This is an optimization exercise on Yosys and OpenROAD, whose aim is small area, not a production implementation.
Where RTL was checked, it was by simulation tests only, not by an equivalence proof against the original. No driver is modelled on the clock port, so clocking that relies on it looks cheaper here than on a real chip.

==> flow/design.v <==
module motu_p2_rx (
    input  wire       clk,
    input  wire       rst,         
    input  wire [3:0] cfg_nin,     
    input  wire       in_valid,
    output reg        in_ready,
    input  wire [7:0] in_data,
    input  wire       in_sop,      
    output wire       dl_valid,
    input  wire       dl_ready,
    output wire [3:0] dl_port,
    output wire [7:0] dl_data,
    output wire       dl_last,
    output reg        rp_valid,
    output wire [1:0] rp_code,     
    output wire [7:0] rp_arg
);
    localparam [2:0] S_CLR   = 3'd0,    
                     S_WAIT  = 3'd1,
                     S_SEL   = 3'd2,
                     S_DATA  = 3'd3,
                     S_RS2   = 3'd4,    
                     S_FIXED = 3'd5,
                     S_SYSEX = 3'd6,
                     S_DLV   = 3'd7;    
    reg  [2:0] state;
    reg  [3:0] sel_port;
    reg  [6:0] len;         
    reg  [1:0] rem;         
    reg  [5:0] ph;          
    reg  [3:0] ph9;         
    reg        rp_kind;     
    reg  [7:0] b_q;         
    reg        obv;
    reg  [7:0] ob;
    reg  [7:0] mr  [0:63];
    reg  [6:0] lr  [0:8];
    wire [6:0] lr_tap = lr[8];
    wire [7:0] cur_last = (lr_tap == 7'd0) ? 8'h00 : {1'b1, ~lr_tap};
    wire [7:0] b      = in_data;
    wire       ign    = in_sop || (b == 8'hFF);
    wire       al9    = (ph9 == sel_port);
    wire       alw    = (ph == len[5:0]);             
    wire       alr    = (ph[3:0] == len[3:0]);        
    function [1:0] cls;
        input [7:0] c;
        begin
            if (c == 8'hF0)                               cls = 2'd0;
            else if (c == 8'hF5)                          cls = 2'd1;
            else if (c[7] == 1'b0 || c[6] == 1'b0 || c[7:4] == 4'hE) cls = 2'd3;
            else                                          cls = 2'd2;
        end
    endfunction
    function [1:0] slen;
        input [7:0] c;
        begin
            if (c[7:4] == 4'hC || c[7:4] == 4'hD)         slen = 2'd2;
            else if (c[7:4] != 4'hF)                      slen = 2'd3;
            else if (c == 8'hF1 || c == 8'hF2 || c == 8'hF3) slen = 2'd2;
            else                                          slen = 2'd1;
        end
    endfunction
    always @(*) begin
        case (state)
            S_WAIT, S_SEL:           in_ready = 1'b1;
            S_DATA:                  in_ready = al9 && !(in_valid && !in_sop && !b[7]);
            S_RS2, S_FIXED, S_SYSEX: in_ready = alw;
            default:                 in_ready = 1'b0;
        endcase
    end
    wire take   = in_valid && in_ready;
    wire feed   = take && !ign;
    wire start  = (state == S_DATA) && in_valid && al9 && !ign;
    wire app    = start || (feed && (state == S_RS2 || state == S_FIXED ||
                                     (state == S_SYSEX && !len[6])));
    wire [7:0] wdata = (start && !b[7]) ? cur_last : b;
    wire       lwe  = start && b[7];
    wire [6:0] lins = (state == S_CLR) ? 7'd0 : (lwe ? ~b[6:0] : lr_tap);
    wire       xfer  = obv && dl_ready;
    wire       ld    = (state == S_DLV) && alr && (!obv || (dl_ready && !dl_last));
    reg  [7:0] tap;
    always @(*) begin
        case (len[5:4] - ph[5:4])
            2'd0: tap = mr[63];
            2'd1: tap = mr[47];
            2'd2: tap = mr[31];
            default: tap = mr[15];
        endcase
    end
    integer i;
    always @(posedge clk) begin
        mr[0] <= app ? wdata : mr[63];
        for (i = 1; i < 64; i = i + 1)
            mr[i] <= mr[i-1];
        lr[0] <= lins;
        for (i = 1; i < 9; i = i + 1)
            lr[i] <= lr[i-1];
    end
    always @(posedge clk) begin
        if (rst) begin
            state    <= S_CLR;
            ph9      <= 4'd0;
            obv      <= 1'b0;
            rp_valid <= 1'b0;
        end else begin
            ph9      <= (ph9 == 4'd8) ? 4'd0 : ph9 + 4'd1;
            rp_valid <= 1'b0;
            case (state)
                S_CLR: if (ph9 == 4'd8) state <= S_WAIT;
                S_WAIT: if (feed && b == 8'hF5) state <= S_SEL;
                S_SEL: if (feed) begin
                    if (b >= {4'd0, cfg_nin}) begin
                        rp_valid <= 1'b1;
                        rp_kind  <= 1'b1;
                        state    <= S_WAIT;
                    end else begin
                        sel_port <= b[3:0];
                        state    <= S_DATA;
                    end
                end
                S_DATA: if (start) begin
                    len <= 7'd1;
                    if (!b[7]) begin
                        rem   <= cls(cur_last);
                        state <= S_RS2;
                    end else if (b == 8'hF5) begin
                        state <= S_SEL;
                    end else if (b == 8'hF0) begin
                        rem   <= 2'd0;
                        state <= S_SYSEX;
                    end else begin
                        rem <= slen(b);
                        if (slen(b) == 2'd1) begin
                            len   <= 7'd0;
                            state <= S_DLV;
                        end else begin
                            state <= S_FIXED;
                        end
                    end
                end
                S_RS2: if (feed) begin
                    len <= 7'd2;
                    case (rem)
                        2'd0: state <= S_SYSEX;
                        2'd1: state <= S_SEL;
                        2'd2: begin len <= 7'd0; state <= S_DLV; end
                        default: state <= S_FIXED;
                    endcase
                end
                S_FIXED: if (feed) begin
                    len <= len + 7'd1;
                    if (len[1:0] + 2'd1 == rem) begin
                        len   <= 7'd0;
                        state <= S_DLV;
                    end
                end
                S_SYSEX: if (feed) begin
                    if (len[6]) begin
                        rp_valid <= 1'b1;
                        rp_kind  <= 1'b0;
                        state    <= S_WAIT;
                    end else begin
                        len <= len + 7'd1;
                        if (b == 8'hF7) begin
                            len   <= 7'd0;
                            state <= S_DLV;
                        end
                    end
                end
                S_DLV: begin
                    if (ld) begin
                        obv <= 1'b1;
                        len <= len + 7'd1;
                    end else if (xfer) begin
                        obv <= 1'b0;
                        if (dl_last) state <= S_DATA;
                    end
                end
                default: ;
            endcase
        end
        ph   <= start ? 6'd1 : ph + 6'd1;
        b_q  <= b;
        if (ld) ob <= tap;
    end
    assign dl_valid = obv;
    assign dl_port  = sel_port;
    assign dl_data  = ob;
    assign dl_last  = (rem == 2'd0) ? (ob == 8'hF7) : (len[1:0] == rem);
    assign rp_code  = {rp_kind, !rp_kind};
    assign rp_arg   = rp_kind ? b_q : {4'd0, sel_port};
endmodule
Settings: LEC_CHECK=0, CAP_MARGIN=20, CORE_MARGIN=2, CORE_UTILIZATION=60, PLACE_DENSITY=0.7, SLEW_MARGIN=20; clock period 12.0 ns.
standard.sh (not shown) runs the stock make flow with config.mk's settings and CLKGATE_MAP_FILE= SYNTH_SCRIPT=/design/flow/synth_recipe.tcl, a recipe that flattens the netlist after the stock synthesis.
==> flow/flow/run.sh <==
#!/bin/bash
# Own layout flow: the standard flow (standard synthesis, floorplan, placement,
# routing) with a leaner clock tree: larger sink clusters driven by clkbuf_16 and no
# dummy loads, and the smallest buffer on the ports. All tool output goes to
# flow_make.log here; ORFS's per-step logs stay under orfs/logs/.
set -euo pipefail
bash standard.sh \
  "CTS_ARGS=-sink_clustering_enable -repair_clock_nets -dont_use_dummy_load -buf_list sky130_fd_sc_hd__clkbuf_16 -sink_clustering_size 35 -sink_clustering_max_diameter 80" \
  "BUFFER_PORTS_ARGS=-buffer_cell sky130_fd_sc_hd__buf_1" \
  finish > flow_make.log 2>&1
Then changed:
--- a/flow/design.v
+++ b/flow/design.v
@@ -28,5 +28,5 @@
     reg  [6:0] len;         
     reg  [1:0] rem;         
-    reg  [5:0] ph;          
+    reg  [4:0] ph;          
     reg  [3:0] ph9;         
     reg        rp_kind;     
@@ -34,5 +34,6 @@
     reg        obv;
     reg  [7:0] ob;
-    reg  [7:0] mr  [0:63];
+    reg  [7:0] mr0 [0:31];
+    reg  [7:0] mr1 [0:31];
     reg  [6:0] lr  [0:8];
     wire [6:0] lr_tap = lr[8];
@@ -41,5 +42,5 @@
     wire       ign    = in_sop || (b == 8'hFF);
     wire       al9    = (ph9 == sel_port);
-    wire       alw    = (ph == len[5:0]);             
+    wire       alw    = (ph == len[4:0]);             
     wire       alr    = (ph[3:0] == len[3:0]);        
     function [1:0] cls;
@@ -75,4 +76,5 @@
                                      (state == S_SYSEX && !len[6])));
     wire [7:0] wdata = (start && !b[7]) ? cur_last : b;
+    wire       wring = !start && len[5];
     wire       lwe  = start && b[7];
     wire [6:0] lins = (state == S_CLR) ? 7'd0 : (lwe ? ~b[6:0] : lr_tap);
@@ -81,16 +83,19 @@
     reg  [7:0] tap;
     always @(*) begin
-        case (len[5:4] - ph[5:4])
-            2'd0: tap = mr[63];
-            2'd1: tap = mr[47];
-            2'd2: tap = mr[31];
-            default: tap = mr[15];
+        case ({len[5], ph[4] ^ len[4]})
+            2'd0: tap = mr0[31];
+            2'd1: tap = mr0[15];
+            2'd2: tap = mr1[31];
+            default: tap = mr1[15];
         endcase
     end
     integer i;
     always @(posedge clk) begin
-        mr[0] <= app ? wdata : mr[63];
-        for (i = 1; i < 64; i = i + 1)
-            mr[i] <= mr[i-1];
+        mr0[0] <= (app && !wring) ? wdata : mr0[31];
+        mr1[0] <= (app &&  wring) ? wdata : mr1[31];
+        for (i = 1; i < 32; i = i + 1) begin
+            mr0[i] <= mr0[i-1];
+            mr1[i] <= mr1[i-1];
+        end
         lr[0] <= lins;
         for (i = 1; i < 9; i = i + 1)
@@ -180,5 +185,5 @@
             endcase
         end
-        ph   <= start ? 6'd1 : ph + 6'd1;
+        ph   <= start ? 5'd1 : ph + 5'd1;
         b_q  <= b;
         if (ld) ob <= tap;
The new run produced a clean layout.
Utilization goes up by 0.21 points.
Worst setup slack loses 0.51 ns.
Cell area went up slightly.
Area after synthesis grows slightly.
Hold slack improves by 0.077 ns.
Maximum frequency goes down by a little under a tenth.
Final cell count drops slightly.
Clock-buffer cell count falls by 1.
Flip-flop and latch count shrinks by 1.
Non-clock buffer count is lower by 1.
For the first run of this note, only the layout was checked, not whether the RTL still works.

-- what the ideal ports hide --
How much do the figures lean on ideal ports? The routed layouts below were timed once more, with nothing changed but the port constraints.
Step 1, drivers: a clkbuf_16 drives clk and a buf_2 each remaining input, both assumed.
Step 2 also shifts input and output timing later by t, the mid clock arrival at the registers, as if the neighbouring blocks saw the same clock.
a / b / c = ideal / step 1 / step 2; a / b = the first two.
run | shift t [ns] | setup WS [ns] | cell pins on the clock port's net
the first run | 0.552 | 6.253 / 6.226 / 6.226 | 1
the second run | 0.576 | 5.744 / 5.716 / 5.716 | 1
After both steps every run listed still meets setup and hold. For the second run, which loses most, drivers alone change the setup slack by -0.028 ns; drivers and shift together by -0.028 ns.
